From an optimization exercise on the open Yosys and OpenROAD flow, aimed at small area, a short achievable clock period and few clock cycles; shortcuts taken in it are not production practice. In this exercise RTL edits were held to simulation tests only and were not proved equivalent to the original. Power figures rest on the tool's default switching activity, not on a simulated workload.

==> flow/design.v, too long to show whole: its modules and the start of the top module <==
// module dphy_tc: 1121 lines
module dphy_tc (
    input  wire        clk,
    input  wire        rst,           
    input  wire        cmd_valid,
    output wire        cmd_ready,
    input  wire [31:0] cmd_data,
    output reg  [31:0] result,
    output reg         mmio_valid,
    output wire [15:0] mmio_addr,
    output wire [31:0] mmio_data,
    output reg         rpt_valid,
    output wire [31:0] rpt_raw,
    output wire [31:0] rpt_rounded
);
  // ...
==> flow/run.sh <==
#!/bin/bash
# synth_recipe.tcl (not shown) runs the flow's synth.tcl, then flattens the netlist and writes it again
# the make line also repeats each setting of config.mk as NAME=value (left out here)
make -C /OpenROAD-flow-scripts/flow DESIGN_CONFIG=/design/flow/config.mk WORK_HOME=/design/flow/orfs CLKGATE_MAP_FILE= SYNTH_SCRIPT=/design/flow/synth_recipe.tcl finish
==> flow/config.mk <==
export PLATFORM = sky130hd
export DESIGN_NAME = dphy_tc
export DESIGN_NICKNAME = dphy_tc
export VERILOG_FILES = /design/flow/design.v
export SDC_FILE = /design/flow/constraint.sdc
export NUM_CORES = 4
export LEC_CHECK = 0
export ABC_AREA = 1
export CAP_MARGIN = 20
export CORE_MARGIN = 2
export CORE_UTILIZATION = 40
export PLACE_DENSITY = 0.6
export SETUP_SLACK_MARGIN = 5
export SLEW_MARGIN = 20
==> flow/constraint.sdc <==
create_clock -name core_clock -period 10.0 [get_ports {clk}]
set_input_delay 2.0000 -clock core_clock [delete_from_list [all_inputs] [get_ports {clk}]]
set_output_delay 2.0000 -clock core_clock [all_outputs]
set_load 0.01 [all_outputs]
==> reports/metrics.cfg, run 1 <==
[worst_setup_path]
rr_startpoint = plan_raw[14]
end_kind = flop
cp.required_ns = 10.35
path_buf_inv = 4
startpoint_type = flop

[sta]
hold_viol = 0
finalSetupTns_ns = 0
rsz0062_at_grt = false

[yosys]
synth_edf_count = 330
synth_ff_type = edfxtp_1
synth_area_sq_um = 24800

[layout]
fin_area_sq_um = 29100
clockNetworkAreaShare_pct = 5.92

[power_and_ir_drop]
pwr-share-comb_pct = 6.3
ir_drop_mv = 0.129
seqPwrFrac_pct = 46.4

[route]
vias = 23800
wl_met3_mm = 11.9

[global_routing]
track_usage_pct = 37.6
grtUsageMet2_pct = 55.9

[die]
die_y_microns = 253

[clock_tree]
cts_resized = 9
cts.sinks = 431

[hold_path]
min-delay-start = ov9[0]

[status]
status = no timing/DRC/antenna violations

Testbench counts, summed over its fixed seeds: cycles 3,302.
==> run 2, diff against run 1 <==
--- a/flow/design.v
+++ b/flow/design.v
@@ -2,49 +2,48 @@
     input  wire        clk,
     input  wire        rst,           
     input  wire        cmd_valid,
     output wire        cmd_ready,
     input  wire [31:0] cmd_data,
     output reg  [31:0] result,
     output reg         mmio_valid,
     output wire [15:0] mmio_addr,
-    output wire [31:0] mmio_data,
+    output reg  [31:0] mmio_data,
     output reg         rpt_valid,
     output wire [31:0] rpt_raw,
     output wire [31:0] rpt_rounded
 );
     reg        mode_valid;
     reg        mode_big;          
     reg [5:0]  mode_div;
     reg [1:0]  mode_fmt;
     reg        mode_cls;
     reg        mode_l;            
     reg        plan_valid;
     reg        plan_ovr_used;
     reg [5:0]  plan_pclk;
     reg [15:0] plan_raw;
-    reg [16:0] plan_rnd;          
+    reg [16:2] plan_rnd;          
     reg [7:0]  c0, c1, c2, c3, c4, c6, c7, c8;
     reg [8:0]  c5;
     reg        s9_en, s10_en;     
     reg [7:0]  s9_val, s10_val;
     reg [10:0] ovr_en;
     reg [7:0]  ov0, ov1, ov2, ov3, ov4, ov5, ov6, ov7, ov8, ov9, ov10;
     reg [31:0] img0, img1;
     reg [7:0]  img2;
     reg [15:0] img3;
     reg        img_valid;
     reg        img_any;           
     reg [31:0] stg;
     reg [7:0]  status;
     reg        busy;              
     reg        wr_act;            
     reg [1:0]  wr_ph;             
-    reg        wr_stg;            
     reg [13:0] addr_q;
     wire        clamp   = (plan_raw > 16'd3996);
     wire [11:0] raw_eff = plan_raw[11:0] | {12{|plan_raw[15:12]}};
     wire [99:0] pt_0 = raw_eff[0] ? 100'd902965501974299904866554806272 : 100'd0;
     wire [99:0] pt_1 = raw_eff[1] ? 100'd902965501974299904866554806272 : pt_0;
     wire [99:0] pt_2 = raw_eff[2] ? 100'd902965501974299904866554806272 : pt_1;
     wire [99:0] pt_3 = raw_eff[0] ? 100'd488887491956290745121693040640 : 100'd902965501974299904866554806272;
     wire [99:0] pt_4 = raw_eff[1] ? 100'd488887491956290745121693040640 : pt_3;
@@ -851,28 +850,18 @@
     wire [6:0] lt_541 = raw_eff[7] ? lt_540 : lt_533;
     wire [6:0] lt_542 = raw_eff[8] ? lt_541 : lt_515;
     wire [6:0] lt_543 = raw_eff[9] ? lt_542 : lt_483;
     wire [6:0] lt_544 = raw_eff[10] ? lt_543 : lt_413;
     wire [6:0] lt_545 = raw_eff[11] ? lt_544 : lt_277;
     wire [6:0] lt = lt_545;
     assign cmd_ready   = !busy && !wr_act;
     assign rpt_raw     = {16'd0, plan_raw};
-    assign rpt_rounded = {15'd0, plan_rnd};
-    reg [31:0] img_sel;
-    always @(*) begin
-        case (wr_ph)
-            2'd0:    img_sel = img0;
-            2'd1:    img_sel = img1;
-            2'd2:    img_sel = {24'd0, img2};
-            default: img_sel = {16'd0, img3};
-        endcase
-    end
-    assign mmio_data = wr_stg ? stg : img_sel;
-    assign mmio_addr = wr_stg ? {addr_q, 2'b00} : {9'd0, 1'b1, 2'b00, wr_ph, 2'b00};
+    assign rpt_rounded = {15'd0, plan_rnd, 2'b00};
+    assign mmio_addr   = {addr_q, 2'b00};
     wire [7:0]  op  = cmd_data[31:24];
     wire [7:0]  sel = cmd_data[23:16];
     wire [15:0] imm = cmd_data[15:0];
     wire sel0   = (sel == 8'd0);
     wire imm0   = (imm == 16'd0);
     wire immh0  = (imm[15:8] == 8'd0);
     wire sel_c  = (sel >= 8'h03) && (sel <= 8'h0D);
     wire lg_nop     = (op == 8'h00) && sel0 && imm0;
@@ -955,22 +944,24 @@
     wire [2:0] m67 = add3(oh3(plan_raw[13:12]), oh3(plan_raw[15:14]));
     wire [2:0] r3  = add3(add3(m01, m23), add3(m45, m67));
     wire [1:0] r4  = plan_raw[1:0];
     wire [1:0] n4  = 2'd0 - r4;
     wire [2:0] n3  = {r3[1], r3[2], r3[0]};   
     wire [2:0] n4m3 = {n4 == 2'd2, n4 == 2'd1, (n4 == 2'd0) || (n4 == 2'd3)};
     wire [2:0] j3  = add3(n3, {n4m3[1], n4m3[2], n4m3[0]});
     wire [3:0] pad = {j3[2], j3[1], n4};
-    wire [16:0] rnd_calc = {1'b0, plan_raw} + {13'd0, pad};
+    wire [2:0]  rnd_lo   = {1'b0, plan_raw[3:2]} + {1'b0, pad[3:2]} + {2'd0, |plan_raw[1:0]};
+    wire [12:0] raw_inc  = {1'b0, plan_raw[15:4]} + 13'd1;
+    wire [16:2] rnd_calc = {rnd_lo[2] ? raw_inc : {1'b0, plan_raw[15:4]}, rnd_lo[1:0]};
     wire [8:0]  bp = pt[73:65];
     wire [8:0]  t0 = {1'b0, pt[81:74]};
     wire [8:0]  t1 = pt[90:82];
     wire [8:0]  t2 = pt[99:91];
-    wire [11:0] ddr = clamp ? 12'd3996 : plan_rnd[11:0];
+    wire [11:0] ddr = clamp ? 12'd3996 : {plan_rnd[11:2], 2'b00};
     wire [9:0]  sum9  = c6 + c7 + c8 + 10'd2;
     wire [10:0] sum10 = {c8, 2'b00} + c4 + c5 + 11'd2;
     wire [9:0]  c9    = s9_en  ? {2'd0, s9_val}  : sum9;
     wire [10:0] c10   = s10_en ? {3'd0, s10_val} : sum10;
     wire        ovf   = c5[8] || (c9 > 10'd255) || (c10 > 11'd255);
     reg [31:0] rd_mux;
     always @(*) begin
         case (sel[4:0])
@@ -1013,16 +1004,24 @@
                          pack_ok && ovf,
                          do_write && !img_valid,
                          do_pack && !plan_valid,
                          (do_compute && mode_valid && mode_big) || (do_calc && imm0),
                          do_compute && !mode_valid,
                          accept && !legal,
                          busy && clamp};
     wire [7:0] st_clr = do_clrstat ? imm[7:0] : 8'd0;
+    reg [31:0] img_nxt;
+    always @(*) begin
+        case (wr_ph)
+            2'd1:    img_nxt = img1;
+            2'd2:    img_nxt = {24'd0, img2};
+            default: img_nxt = {16'd0, img3};
+        endcase
+    end
     always @(posedge clk) begin
         if (rst) begin
             mode_valid    <= 1'b0;
             plan_valid    <= 1'b0;
             plan_ovr_used <= 1'b0;
             ovr_en        <= 11'd0;
             img_valid     <= 1'b0;
             img_any       <= 1'b0;
@@ -1033,17 +1032,17 @@
             wr_act        <= 1'b0;
             mmio_valid    <= 1'b0;
             rpt_valid     <= 1'b0;
         end else begin
             status     <= (status & ~st_clr) | st_set;
             busy       <= start;
             rpt_valid  <= busy && clamp;
             mmio_valid <= write_ok || wrstg_ok || wr_act;
-            wr_act     <= write_ok || (wr_act && (wr_ph != 2'd2));
+            wr_act     <= write_ok || (wr_act && (wr_ph != 2'd3));
             if (do_setmode) mode_valid <= 1'b1;
             if (start) begin
                 plan_valid    <= 1'b1;
                 plan_ovr_used <= |ovr_en;
             end
             if (do_setovr) ovr_en <= ovr_en | slot;
             if (do_clrovr) ovr_en <= (sel == 8'hFF) ? 11'd0 : (ovr_en & ~slot);
             if (start) img_valid <= 1'b0;
@@ -1103,19 +1102,21 @@
         end
         if (pack_ok) begin
             img0 <= {c3, c2, c1, c0};
             img1 <= {c7, c6, c5[7:0], c4};
             img2 <= c8;
             img3 <= {c10[7:0], c9[7:0]};
         end
         if (write_ok) begin
-            wr_stg <= 1'b0;
-            wr_ph  <= 2'd0;
+            wr_ph     <= 2'd1;
+            addr_q    <= 14'h10;
+            mmio_data <= img0;
+        end else if (wrstg_ok) begin
+            addr_q    <= imm[15:2];
+            mmio_data <= stg;
         end else if (wr_act) begin
-            wr_ph  <= wr_ph + 2'd1;
-        end
-        if (wrstg_ok) begin
-            wr_stg <= 1'b1;
-            addr_q <= imm[15:2];
+            wr_ph     <= wr_ph + 2'd1;
+            addr_q    <= {12'd4, wr_ph};
+            mmio_data <= img_nxt;
         end
     end
 endmodule
==> flow/flow/run.sh (new file) <==
#!/bin/bash
# Own layout flow: the standard flow (standard.sh runs the unchanged ORFS scripts from
# synthesis to the final layout), with two make settings added on its command line:
set -euo pipefail
bash standard.sh finish SETUP_SLACK_MARGIN=6.25 \
    "BUFFER_PORTS_ARGS=-buffer_cell sky130_fd_sc_hd__buf_4" > standard_flow.log 2>&1
==> flow/standard.sh (new file) <==
#!/bin/bash
# synth_recipe.tcl (not shown) runs the flow's synth.tcl, then flattens the netlist and writes it again
# the make line also repeats each setting of config.mk as NAME=value (left out here)
make -C /OpenROAD-flow-scripts/flow DESIGN_CONFIG=/design/flow/config.mk WORK_HOME=/design/flow/orfs CLKGATE_MAP_FILE= SYNTH_SCRIPT=/design/flow/synth_recipe.tcl "${@:-finish}"
--- a/flow/config.mk
+++ b/flow/config.mk
@@ -5,10 +5,9 @@
 export SDC_FILE = /design/flow/constraint.sdc
 export NUM_CORES = 4
 export LEC_CHECK = 0
 export ABC_AREA = 1
 export CAP_MARGIN = 20
 export CORE_MARGIN = 2
 export CORE_UTILIZATION = 40
 export PLACE_DENSITY = 0.6
-export SETUP_SLACK_MARGIN = 5
 export SLEW_MARGIN = 20
removed: flow/run.sh
==> reports/metrics.cfg, run 2 <==
[clock_tree]
clkTransAtPathRegs_ns = 0.06
cts_max_level = 2
cts-buffers-inserted = 50
clock-root-buffer = clkbuf_16
cts_hold_buf = 0
clockBufferDepth = 3
insertion_delay_ns = 0.63
cts.sinks = 461  ; +7.0%
cts_tree = done

[global_routing]
gr-total-overflow = 0
grt_first_pass_wirelength_mm = 158
grt_max_degree = 64
antenna_found_initial = 8
grt_pass1_vias = 22500
track_usage_pct = 32.9  ; -4.7 points

[hold_path]
hold_depth = 0
holdCritPathClass = reg -> reg

[yosys]
synth_edf_count = 347  ; +5.2%
yosysTopAreaCellShare_pct = 40.4
synth_area_sq_um = 25800  ; +3.8%
yosysSeqAreaShare_pct = 49.3
synth_cells = 3089
yosysUniqueCellTypes = 65
synth.area.top_cells = edfxtp_1 (40%), nand2_1 (11%), dfxtp_1 (8.9%)
ys_warn_count = 1
syn_avg_cell_area_sq_um = 8.35
async_reset_ff_share_pct = 0
synth_ff_type = edfxtp_1
synth_most_common_cell = nand2_1
synth_area_leader_cell = edfxtp_1
synth_common_cells = nand2_1 (741), edfxtp_1 (347), inv_1 (340), nor2_1 (274), o21ai_0 (219)
ys_seq_elements = 461

[worst_setup_path]
startpoint_type = primary input
critPathMaxFanout = 6
arrival_ns = 4.32
end_kind = flop
worst-setup-path-type = in -> reg
cp.required_ns = 10.48  ; +0.13 ns
ff2ff_path_depth = 19

[route]
remaining_drc_errors = 0
wl_per_cell_microns = 26.8
drt-pass1-iter-count = 8
vias_per_cell = 5.88
totalWireLength_mm = 113
first_iter_violations = 3568
vias = 24700  ; +3.6%
antenna_left = 0

[sta]
rsz0062_at_grt = true
finalSetupTns_ns = 0  ; unchanged
slew_violations = 0
post-route-period-util_pct = 38.4
clock.fmax_mhz = 260
finClkSkew_ns = 0.0210
whs_ns = 0.418
hold_viol = 0  ; unchanged
maxSlewHeadroom_pct = 39.7
tightest_slew_ns = 0.903
finalCriticalPeriod_ns = 3.84
setup_viol = 0

[die]
core_sq_um = 64100
io_pins = 182
rows = 93
fp.dieArea_sq_um = 66500
die_x_microns = 258
initial_core_util_pct = 40.2
die_y_microns = 258  ; +1.9%

[power_and_ir_drop]
ir_drop_mv = 0.127  ; -1.1%
p_leak_uw = 0.0126
power_uw = 4160
power_density_nw_per_um2 = 133

[placed_design]
dp_cells = 4001
io_buffer_count = 146
gp_congestion = 1.05
hpwl_mm = 82.9

[layout]
final_common_cell = nand2_1
synthToLayoutAreaGrowth_pct = 21.3
drive_above_1_share_pct = 18.5
fin_cells = 4198
nNetsFinal = 3410
final_cell_mix = nand2_1 (712), edfxtp_1 (347), inv_1 (300), nor2_1 (242), buf_4 (233)

[run]
cap_violations = 0

[status]
status = no timing/DRC/antenna violations

==> run 2: per-stage QoR <==
stage          area (sq um)  util [%]  setup slack (ns)
2_1_floorplan         26000         -              3.93
4_1_cts               30300      47.2              6.12
5_1_grt               31300      48.8              6.12
3_5_place_dp          27600      43.0              4.98
3_3_place_gp          27600      43.0              5.01
6_report              31300      48.8              6.16
==> run 2: power by group <==
| part | total (uW) | internal, uW | switching [uW] |
|---|---|---|---|
| Combinational | 207 | 56.4 | 151 |
| Clock | 1910 | 1080 | 827 |
| Sequential | 2050 | 2040 | 2.24 |
==> run 2: logic make-up (layout without fill, tap and decap cells) <==
| kind of cell | after synthesis | after routing | synth area share [%] |
|---|---|---|---|
| simple gates | 1375 | 1378 | 22.9 |
| compound gates | 643 | 643 | 14.7 |
| buf+inv | 517 | 732 | 8.39 |
| flops | 461 | 461 | 49.3 |
| fa+ha+maj | 75 | 75 | 4.16 |
| xor+xnor | 16 | 16 | 0.544 |
| other cells | 1 | 37 | 0.0145 |
| mux | 1 | 1 | 0.0388 |
==> run 2: metal layers <==
metal	global-route usage (%)	vias up	wire length, microns
li1	-	10900	-
met1	44.3	11700	44000
met2	48.8	1659	48400
met3	7.46	346	12800
met4	18.4	4	7240
met5	0	-	21
==> run 2: critical path: stages <==
cell and delay [ns]:
buf_12 0.12, clkinvlp_4 0.15, nand2_4 0.12, nor2_2 0.07
nand2_2 0.09, clkinvlp_4 0.18, buf_4 0.19, a21oi_1 0.26
nand4_1 0.13, nor2_1 0.14, nand3_1 0.19, a21oi_2 0.19
nand2_1 0.07, nor2_1 0.10, nand2_1 0.16, nand2_1 0.10
a21oi_1 0.06
==> run 2: final timing paths <==
check / start / endpoint / slack [ns]
setup / recovery: cmd_data[16] / result[2] / 6.16
hold / removal: ov9[0] / s9_val[0] / 0.42
setup reg to reg: plan_raw[13] / plan_rnd[15] / 6.32
hold reg to reg: ov9[0] / s9_val[0] / 0.42
==> run 2: area by class of cell <==
type,instances,area [sq um]
Clock buffer,70,1430
Fill cell,6209,32900
Antenna cell,2,5.00
Sequential cell,461,12700
Clock inverter,23,223
Timing Repair inverter,3,20.0
Multi-Input combinational cell,2148,11900
Timing Repair Buffer,269,2400
Inverter,367,1540
Tap cell,855,1070
==> run 2: timing repair <==
action | in CTS | in global routing
setup buffers | 49 | 44
gates cloned | 8 | 1
pin swaps | 15 | 41
setup endpoints to repair | 402 | 370
gates resized for setup | 122 | 147
Testbench counts of run 2, summed over its fixed seeds: cycles 3,302.

static timing again, ports no longer ideal:
The results above use ideal ports. As a check the final layouts listed here were re-extracted and re-timed, cells and wires unchanged. Step 1 (the two cells are an assumption about what drives the block):
set clk [get_ports {clk}]
set_driving_cell -lib_cell sky130_fd_sc_hd__clkbuf_16 $clk
set_driving_cell -lib_cell sky130_fd_sc_hd__buf_2 [delete_from_list [all_inputs] $clk]
Step 2 also shifts input and output timing later by t, the mid clock arrival at the registers, as if the neighbouring blocks saw the same clock. a / b / c = ideal / step 1 / step 2; a / b = the first two.
run	t (ns)	setup slack, ns	worst slew at a driven data input, ns
run 1	0.688	5.055 / 4.997 / 4.429	0.07
run 2	0.687	6.160 / 6.159 / 5.472	0.08
After both steps every run listed still meets setup and hold. The setup slack of run 2, which loses most, moves by -0.001 ns with the drivers and by -0.688 ns with both steps.
